This is an optimization exercise on Yosys and OpenROAD, whose aim is small area, a short achievable clock period and few clock cycles, not a production implementation.
The RTL was checked by simulation tests, not by an equivalence proof against the original design.
Power and IR drop assume default switching activity.

==> zinc: inputs <==
==> flow/design.v (excerpt) <==
module fbe (
    input  wire        clk,
    input  wire        rst,           
    input  wire        host_valid,
    output wire        host_ready,
    input  wire        host_write,
    input  wire [1:0]  host_size,     
    input  wire [15:0] host_addr,     
    input  wire [31:0] host_wdata,
    output reg         resp_valid,
    output reg  [31:0] resp_rdata,
    output reg         src_valid,
    output reg  [31:0] src_addr,
    input  wire        src_ready,
    input  wire [7:0]  src_data,
    output reg         sink_valid,
    output reg  [1:0]  sink_kind,     
    output reg  [7:0]  sink_data,
    input  wire        sink_ready
);
Settings: LEC_CHECK=0, ABC_CLOCK_PERIOD_IN_PS=3000, CAP_MARGIN=30, CELL_PAD_IN_SITES_DETAIL_PLACEMENT=1, CELL_PAD_IN_SITES_GLOBAL_PLACEMENT=2, CORE_MARGIN=2, CORE_UTILIZATION=20, PLACE_DENSITY=0.3, SLEW_MARGIN=40; clock period 16.0 ns.
run.sh (not shown) runs the stock make flow with config.mk's settings and CLKGATE_MAP_FILE= SYNTH_SCRIPT=/design/flow/synth_recipe.tcl, a recipe that flattens the netlist after the stock synthesis.
==> inputs of violet, as changes to zinc <==
- ABC_CLOCK_PERIOD_IN_PS: 3000 -> not set
==> results.json <==
{
  "run_status": "finished clean",
  "area_of_combinational_cells_with_multiple_inputs_um2": 65810,
  "fin_total_pwr_mw": 13.21,
  "avgRoutedWirePerCell_um": 43.56,
  "clkPwrFrac_pct": 50.7,
  "largest-register": "fb",
  "post-synth-top-area-fraction_pct": 31.45,
  "synth_adder_area_share_pct": 5.978,
  "drc": 0,
  "netSwitchingPower_mw": 3.934,
  "crit_path_cell_trace": "clkdlybuf4s50_1 -> nor4_4 -> nand4_1 -> nor3_2 -> nand3_1 -> nor3_2 -> buf_4 -> nand2_1 -> o22ai_1 -> a21oi_1 -> a211oi_1",
  "grt_pass1_wl_um": 1197000,
  "core_area_um2": 556100
}
The numbers above come from zinc.

==> results.json <==
{
  "area_of_combinational_cells_with_multiple_inputs_um2": 65810,
  "netSwitchingPower_mw": 3.934,
  "drive_gt1_share_pct": 10.63,
  "synth_adder_area_share_pct": 5.978,
  "clkPwrFrac_pct": 50.7,
  "run_status": "finished clean",
  "largest-register": "fb",
  "grt_pass1_wl_um": 1197000,
  "avgRoutedWirePerCell_um": 43.56,
  "post-synth-top-area-fraction_pct": 31.45
}
The numbers above come from violet.

Testbench counts of zinc, summed over its fixed seeds: cycles 16,000.
Testbench counts of violet, summed over its fixed seeds: cycles 16,000.

* * *

==> inputs of onyx <==
fbe, a different RTL version from the one above (not shown whole).
// fbe
module fbe (
    input  wire        clk,
    input  wire        rst,           
    input  wire        host_valid,
    output wire        host_ready,
    input  wire        host_write,
    input  wire [1:0]  host_size,     
    input  wire [15:0] host_addr,     
    input  wire [31:0] host_wdata,
    output reg         resp_valid,
    output reg  [31:0] resp_rdata,
    output reg         src_valid,
    output reg  [31:0] src_addr,
    input  wire        src_ready,
    input  wire [7:0]  src_data,
    output reg         sink_valid,
    output reg  [1:0]  sink_kind,     
    output reg  [7:0]  sink_data,
    input  wire        sink_ready
);
clock: 16.0 ns
lec_check: 0
cap_margin: 20
cell_pad_in_sites_detail_placement: 1
cell_pad_in_sites_global_placement: 2
core_margin: 2
core_utilization: 20
cts_cluster_diameter: 80
cts_cluster_size: 40
place_density: 0.3
slew_margin: 20
==> raven (differences from onyx) <==
--- a/flow/design.v
+++ b/flow/design.v
@@ -83,15 +83,14 @@
     wire [1:0] wn = hq_sz;
     reg signed [15:0] p;
     reg signed [16:0] q;
     reg signed [19:0] e, g;          
     reg signed [17:0] ldx, ldy;
     reg signed [18:0] ldxy;          
     reg               lsx, lsy;
-    reg               lx0, ly0;      
     reg signed [17:0] cdab;          
     reg [5:0]  bx, bxl;              
     reg [2:0]  bkc, bnk;             
     reg signed [5:0] bp;             
     reg        blastm;               
     reg [13:0] bS, bSn;              
     wire signed [17:0] A = {{2{arg0[15]}}, arg0[15:0]};
@@ -136,16 +135,14 @@
     wire signed [17:0] c_cc = c_fill ? B : A;    
     wire signed [17:0] c_cr = c_fill ? A : B;    
     wire signed [17:0] c_u  = st[S_CW1] ? ca_s : cb_s;
     wire signed [17:0] c_v  = st[S_CW1] ? cb_s : ca_s;
     wire               lstep_x = ~e[19];
     wire               lstep_y = ~g[19];
     wire               l_end   = (p == arg1[15:0]) && (q[15:0] == arg1[31:16]);
-    wire               l_gone  = (p[15] && !lsx) || (!p[15] && (p > 16'sd47) && (lsx || lx0)) ||
-                                 (q[16] && !lsy) || (!q[16] && (q > 17'sd31) && (lsy || ly0));
     wire [19:0]        l_df    = ({20{lstep_x & ~lstep_y}} & {ldy[17], ldy, 1'b0}) |
                                  ({20{~lstep_x & lstep_y}} & {ldx[17], ldx, 1'b0}) |
                                  ({20{lstep_x & lstep_y}}  & {ldxy, 1'b0});
     wire signed [17:0] l_ddx   = C - A;
     wire signed [17:0] l_ddy   = D - B;
     wire signed [17:0] l_adx   = l_ddx[17] ? -l_ddx : l_ddx;
     wire signed [17:0] l_ady   = l_ddy[17] ? l_ddy : -l_ddy;      
@@ -336,71 +333,14 @@
         end
         if (st[S_BRUN] && b_fetch) begin
             bb  <= (b_colend && blastm) ? (src_data & b_lmask) : src_data;
             pbp <= bp;
         end
     end
     always @(posedge clk) begin
-        if (rst) begin
-            sink_valid <= 1'b0;
-            sink_kind  <= 2'd0;
-            sink_data  <= 8'd0;
-            rda_col    <= onehot(6'd0);
-            rda_strip  <= 2'd0;
-        end else if (st[S_PRES]) begin
-            if (sink_ready) begin
-                if (plast) begin
-                    sink_kind <= 2'd1;
-                    sink_data <= 8'd0;
-                end else begin
-                    sink_data <= rd_byte;
-                    plast     <= rda_col[W-1] && (rda_strip == 2'd3);
-                    if (rda_col[W-1]) begin
-                        rda_col   <= onehot(6'd0);
-                        rda_strip <= rda_strip + 2'd1;
-                    end else begin
-                        rda_col   <= {rda_col[W-2:0], rda_col[W-1]};
-                    end
-                end
-            end
-        end else if (st[S_FLUSH] || st[S_BLS]) begin
-            if (sink_ready) begin
-                sink_valid <= 1'b0;
-                sink_kind  <= 2'd0;
-                sink_data  <= 8'd0;
-            end
-        end else if (st[S_BL0]) begin
-            sink_valid <= 1'b1;
-            sink_kind  <= 2'd2;
-            sink_data  <= {7'd0, arg0[0]};
-        end else if (st[S_WIN0]) begin
-            rda_col   <= onehot(wi_col[5:0]);
-            rda_strip <= wi_strip;
-        end else if (st[S_WIN1]) begin
-            if (wk == ((wn == 2'd0) ? 2'd0 : (wn == 2'd1) ? 2'd1 : 2'd3)) begin
-                rda_col   <= onehot(6'd0);
-                rda_strip <= 2'd0;
-            end else begin
-                rda_col   <= {rda_col[W-2:0], rda_col[W-1]};
-            end
-        end else if (st[S_GETP2]) begin
-            rda_col   <= onehot(6'd0);
-            rda_strip <= 2'd0;
-        end else if (cmdw && hop == OP_PRESENT) begin
-            sink_valid <= 1'b1;
-            sink_kind  <= 2'd0;
-            sink_data  <= rd_byte;
-            rda_col    <= onehot(6'd1);
-            plast      <= 1'b0;
-        end else if (cmdw && hop == OP_GETPIXEL) begin
-            rda_col   <= onehot(arg0[5:0]);
-            rda_strip <= arg0[20:19];
-        end
-    end
-    always @(posedge clk) begin
         if (st[S_BRUN]) begin
             if (src_ready) src_addr <= b_sum;
         end else if (st[S_BSKIP]) begin
             if (p != 16'sd0) src_addr <= b_sum;
         end else if (st[S_IDLE]) begin
             src_addr <= b_sum;
         end
@@ -414,38 +354,38 @@
             arg1       <= 32'd0;
             arg2       <= 32'd0;
             flags      <= 4'd0;
             bl         <= 1'b0;
             result     <= 1'b0;
             resp_valid <= 1'b0;
             src_valid  <= 1'b0;
+            sink_valid <= 1'b0;
+            sink_kind  <= 2'd0;
+            sink_data  <= 8'd0;
+            rda_col    <= onehot(6'd0);
+            rda_strip  <= 2'd0;
         end else begin
             nst = st;
             resp_valid <= 1'b0;
             resp_rdata <= 32'd0;         
             if (st[S_IDLE]) begin
                 ac_lt <= (A < C);
-                bxl   <= (b_ae > W - 1) ? 6'd47 : b_ae[5:0];
-                bsk   <= b_sk;
-                bS    <= b_S;
                 b_clip <= b_clip_c;
                 bd_lt <= (B < D);
                 bc_lt <= (B < C);
                 hq_w  <= host_write;
                 hq_cmd <= host_write && (host_addr == 16'h0000) && (host_size == 2'd2);
                 hq_ok  <= !h_ill && !h_badm;
                 hq_sz <= host_size;
                 hq_ad <= host_addr;
                 hq_wd <= host_wdata;
                 ldx  <= l_adx;
                 ldy  <= l_ady;
                 lsx  <= ~l_ddx[17] & (l_ddx != 0);
                 lsy  <= ~l_ddy[17] & (l_ddy != 0);
-                lx0  <= (l_ddx == 0);
-                ly0  <= (l_ddy == 0);
                 cdab <= -C;
                 bx   <= A[17] ? 6'd0 : arg0[5:0];
                 p    <= 16'sd0;
                 q    <= C[16:0];
                 e    <= 19'sd1 - C;
                 if (acc) begin
                     resp_valid <= acc_simple;
@@ -501,14 +441,16 @@
                                     end
                                     OP_RECT: begin
                                         resp_valid <= 1'b0;
                                         nst         = go(S_RECT2);
                                     end
                                     OP_GETPIXEL: begin
                                         resp_valid <= 1'b0;
+                                        rda_col    <= onehot(arg0[5:0]);
+                                        rda_strip  <= arg0[20:19];
                                         nst         = go(S_GETP);
                                     end
                                     OP_LINE: begin
                                         resp_valid <= 1'b0;
                                         p    <= arg0[15:0];
                                         q    <= B[16:0];
                                         e    <= 2 * ldx + ldy;
@@ -521,68 +463,112 @@
                                             resp_valid <= 1'b0;
                                             nst = go(S_CW1);
                                         end
                                     end
                                     OP_BLIT: begin
                                         if (!b_clip) begin
                                             resp_valid <= 1'b0;
+                                            bxl <= (b_ae > W - 1) ? 6'd47 : b_ae[5:0];
+                                            bsk <= b_sk;
+                                            bS  <= b_S;
                                             p   <= A[17] ? b_negA : 16'd0;
                                             nst  = go(S_BSKIP);
                                         end
                                     end
                                     OP_PRESENT: begin
                                         resp_valid <= 1'b0;
+                                        sink_valid <= 1'b1;
+                                        sink_kind  <= 2'd0;
+                                        sink_data  <= rd_byte;
+                                        rda_col    <= onehot(6'd1);
+                                        plast      <= 1'b0;
                                         nst         = go(S_PRES);
                                     end
                                     OP_BACKLIGHT: begin
                                         resp_valid <= 1'b0;
                                         nst         = go(S_BL0);
                                     end
                                     default: ;   
                                 endcase
                             end
                         end
                     endcase
                 end
             end
             if (st[S_WIN0]) begin
+                rda_col   <= onehot(wi_col[5:0]);
+                rda_strip <= wi_strip;
                 wk        <= 2'd0;
                 nst        = go(S_WIN1);
             end
             if (st[S_WIN1]) begin
                 hq_wd[8*wk +: 8] <= rd_byte;
                 wk      <= wk + 2'd1;
+                rda_col <= {rda_col[W-2:0], rda_col[W-1]};
                 if (wk == ((wn == 2'd0) ? 2'd0 : (wn == 2'd1) ? 2'd1 : 2'd3)) begin
                     resp_valid <= 1'b1;
                     resp_rdata <= (wn == 2'd0) ? {24'd0, rd_byte} :
                                   (wn == 2'd1) ? {16'd0, rd_byte, hq_wd[7:0]} : {rd_byte, hq_wd[23:0]};
+                    rda_col    <= onehot(6'd0);
+                    rda_strip  <= 2'd0;
                     nst         = go(S_IDLE);
                 end
             end
             if (st[S_GETP]) begin
                 hq_wd[31:24] <= rd_byte;
                 nst   = go(S_GETP2);
             end
             if (st[S_GETP2]) begin
                 if (a_in) begin
                     result <= hq_wd[24 + arg0[18:16]];
                 end else begin
                     result   <= 1'b0;
                     flags[2] <= 1'b1;
                 end
+                rda_col    <= onehot(6'd0);
+                rda_strip  <= 2'd0;
                 resp_valid <= 1'b1;
                 nst         = go(S_IDLE);
             end
             if (st[S_FILL]) nst = go(S_DONE);
+            if (st[S_PST]) begin
+                sink_valid <= 1'b1;
+                sink_kind  <= 2'd0;
+                sink_data  <= rd_byte;
+                rda_col    <= onehot(6'd1);
+                plast      <= 1'b0;
+                nst         = go(S_PRES);
+            end
             if (st[S_BL0]) begin
                 bl         <= arg0[0];
+                sink_valid <= 1'b1;
+                sink_kind  <= 2'd2;
+                sink_data  <= {7'd0, arg0[0]};
                 nst         = go(S_BLS);
             end
-            if (st[S_PRES] && sink_ready && plast) nst = go(S_FLUSH);
+            if (st[S_PRES] && sink_ready) begin
+                if (plast) begin
+                    sink_kind <= 2'd1;
+                    sink_data <= 8'd0;
+                    nst        = go(S_FLUSH);
+                end else begin
+                    sink_data <= rd_byte;
+                    plast     <= rda_col[W-1] && (rda_strip == 2'd3);
+                    if (rda_col[W-1]) begin
+                        rda_col   <= onehot(6'd0);
+                        rda_strip <= rda_strip + 2'd1;
+                    end else begin
+                        rda_col   <= {rda_col[W-2:0], rda_col[W-1]};
+                    end
+                end
+            end
             if ((st[S_FLUSH] || st[S_BLS]) && sink_ready) begin
+                sink_valid <= 1'b0;
+                sink_kind  <= 2'd0;
+                sink_data  <= 8'd0;
                 resp_valid <= 1'b1;
                 nst         = go(S_IDLE);
             end
             if (st[S_RECT2]) nst = go(S_DONE);
             if (st[S_DONE]) begin
                 resp_valid <= 1'b1;
                 nst         = go(S_IDLE);
@@ -592,15 +578,15 @@
                 q    <= B[16:0];
                 e    <= 2 * ldx + ldy;
                 g    <= -ldx - 2 * ldy;
                 ldxy <= ldx + ldy;
                 nst   = go(S_LINE);
             end
             if (st[S_LINE]) begin
-                if (l_end || l_gone) begin
+                if (l_end) begin
                     nst = go(S_DONE);
                 end else begin
                     e <= e + $signed(l_df);
                     g <= g - $signed(l_df);
                     if (lstep_x) p <= lsx ? p + 16'sd1 : p - 16'sd1;
                     if (lstep_y) q <= lsy ? q + 17'sd1 : q - 17'sd1;
                 end
--- a/flow/config.mk
+++ b/flow/config.mk
@@ -6,11 +6,9 @@
 export NUM_CORES = 4
 export LEC_CHECK = 0
 export CAP_MARGIN = 20
 export CELL_PAD_IN_SITES_DETAIL_PLACEMENT = 1
 export CELL_PAD_IN_SITES_GLOBAL_PLACEMENT = 2
 export CORE_MARGIN = 2
 export CORE_UTILIZATION = 20
-export CTS_CLUSTER_DIAMETER = 80
-export CTS_CLUSTER_SIZE = 40
 export PLACE_DENSITY = 0.3
 export SLEW_MARGIN = 20
==> yarrow (differences from onyx) <==
==> flow/config.mk (replaced) <==
export PLATFORM = sky130hd
export DESIGN_NAME = fbe
export DESIGN_NICKNAME = fbe
export VERILOG_FILES = /design/flow/design.v
export SDC_FILE = /design/flow/constraint.sdc
export NUM_CORES = 4
export LEC_CHECK = 0
export CAP_MARGIN = 10
export CELL_PAD_IN_SITES_DETAIL_PLACEMENT = 1
export CELL_PAD_IN_SITES_GLOBAL_PLACEMENT = 2
export CORE_MARGIN = 2
export CORE_UTILIZATION = 20
export CTS_CLUSTER_DIAMETER = 80
export CTS_CLUSTER_SIZE = 40
export PLACE_DENSITY = 0.3
export SLEW_MARGIN = 10
==> results.txt <==
Outcome
The flow ran to the end and the layout has no timing, DRC or antenna violations.

Worst setup path
In this design, the critical path's most frequently occurring cell is sky130_fd_sc_hd__buf_4. The worst setup path is launched from a flop. On the critical path the largest part of the delay comes from buffers and inverters. Traced cell by cell, the critical path runs through buf_4 -> buf_4 -> and3_1 -> o21ai_1 -> or4_1 -> nor3_4 -> buf_4 -> a21o_2 -> buf_4 -> buf_4 -> a211oi_1 -> a211oi_1 -> a211oi_1.

Power
The share of total power dissipated in combinational logic is 0.180. The net switching fraction of the power is 0.358.

Yosys
Counting instances in the post-synthesis netlist gives the leading cell types as sky130_fd_sc_hd__a21oi_1 (2045), sky130_fd_sc_hd__dfxtp_1 (1832), sky130_fd_sc_hd__a31oi_1 (1499).

Hold path
The destination of the worst hold path is arg1[29]$_SDFFE_PP0P_.

Placed design
At the placement stage, the worst setup path has a slack of 9.49 ns.
The numbers above come from onyx.

==> results.txt <==
Hold path
The path with the worst hold slack has its endpoint at arg1[9]$_SDFFE_PP0P_.

Worst setup path
In this design, the largest share of critical-path delay is due to simple AND/OR/NAND/NOR gates. Traced cell by cell, the critical path runs through clkdlybuf4s50_1 -> nand2_1 -> nor2_1 -> or4_1 -> nor3_4 -> and2_1 -> a22oi_1 -> o21ai_0 -> a21oi_1 -> nor2_1. The dominant cell type by count on the critical path is sky130_fd_sc_hd__nor2_1. The worst setup path is launched from a primary input.

Run
The max-cap check violation count is 0.

Yosys
Ranked by instance count, the synthesized netlist is headed by sky130_fd_sc_hd__a21oi_1 (2238), sky130_fd_sc_hd__dfxtp_1 (1833), sky130_fd_sc_hd__a31oi_1 (1564).

Power
The power consumed by combinational cells is 0.00330 W. The net switching fraction of the power is 0.339.

Outcome
The flow ran to the end and the layout has no timing, DRC or antenna violations.

Finish
The proportion of final cell area spent on non-clock buffers is 0.0436.

Placed design
The worst-case setup slack after placement is ~8.9 ns.
The numbers above come from raven.

==> results.txt <==
Outcome
The run finished, with violations left. A clean result was blocked by max-capacitance violations, max-slew violations.

Worst setup path
The most numerous cell type found on the critical path is sky130_fd_sc_hd__buf_4. Traced cell by cell, the critical path runs through buf_4 -> buf_4 -> and3_1 -> o21ai_1 -> or4_1 -> nor3_4 -> buf_4 -> a21o_2 -> buf_4 -> buf_4 -> a211oi_1 -> a211oi_1 -> a211oi_1. Grouping stages by cell kind, the critical path spends the most delay in buffers and inverters.

Placed design
Timing analysis after detailed placement gives a worst setup slack of 9.49 ns.

Yosys
In the synthesized netlist, the cells that appear most often are sky130_fd_sc_hd__a21oi_1 (2045), sky130_fd_sc_hd__dfxtp_1 (1832), sky130_fd_sc_hd__a31oi_1 (1499).

Power
The power share of the combinational group is 0.179.

Run
The max-cap check violation count is 1.

Timing
The number of max-slew violations in the final report was 3.
The numbers above come from yarrow.

Testbench counts of onyx, summed over its fixed seeds: cycles 16,095.
Testbench counts of raven, summed over its fixed seeds: cycles 16,632.
Testbench counts of yarrow, summed over its fixed seeds: cycles 16,095.

-- separate check: timing with driven ports --
The flow's constraints put no driver on any port. The routed layouts listed below were extracted and timed again, unchanged, in two steps. Step 1: set_driving_cell puts a clkbuf_16 on clk and a buf_2 on each other input, an assumption about the parent block. Step 2, shift: input delay + t, output delay - t, t = (earliest + latest rising clock arrival at the registers) / 2. This alone moves slack from input paths to output paths. Slacks: no drivers / after step 1 / after step 2; pairs: no drivers / after step 1.
| run | shift t [ns] | setup slack, ns | worst setup path at the end | worst data-port slew with drivers (ns) |
|---|---|---|---|---|
| zinc | 1.075 | 8.934 / 9.015 / 7.940 | input to register | 0.09 |
| violet | 1.075 | 8.934 / 9.015 / 7.940 | input to register | 0.09 |
| onyx | 1.130 | 10.167 / 10.167 / 9.441 | input to register | 0.15 |
| raven | 1.113 | 9.882 / 9.989 / 8.876 | input to register | 0.13 |
| yarrow | 1.126 | 10.177 / 10.177 / 9.421 | input to register | 0.14 |
For raven, which loses most, drivers alone change the setup slack by +0.107 ns; drivers and shift together by -1.006 ns.
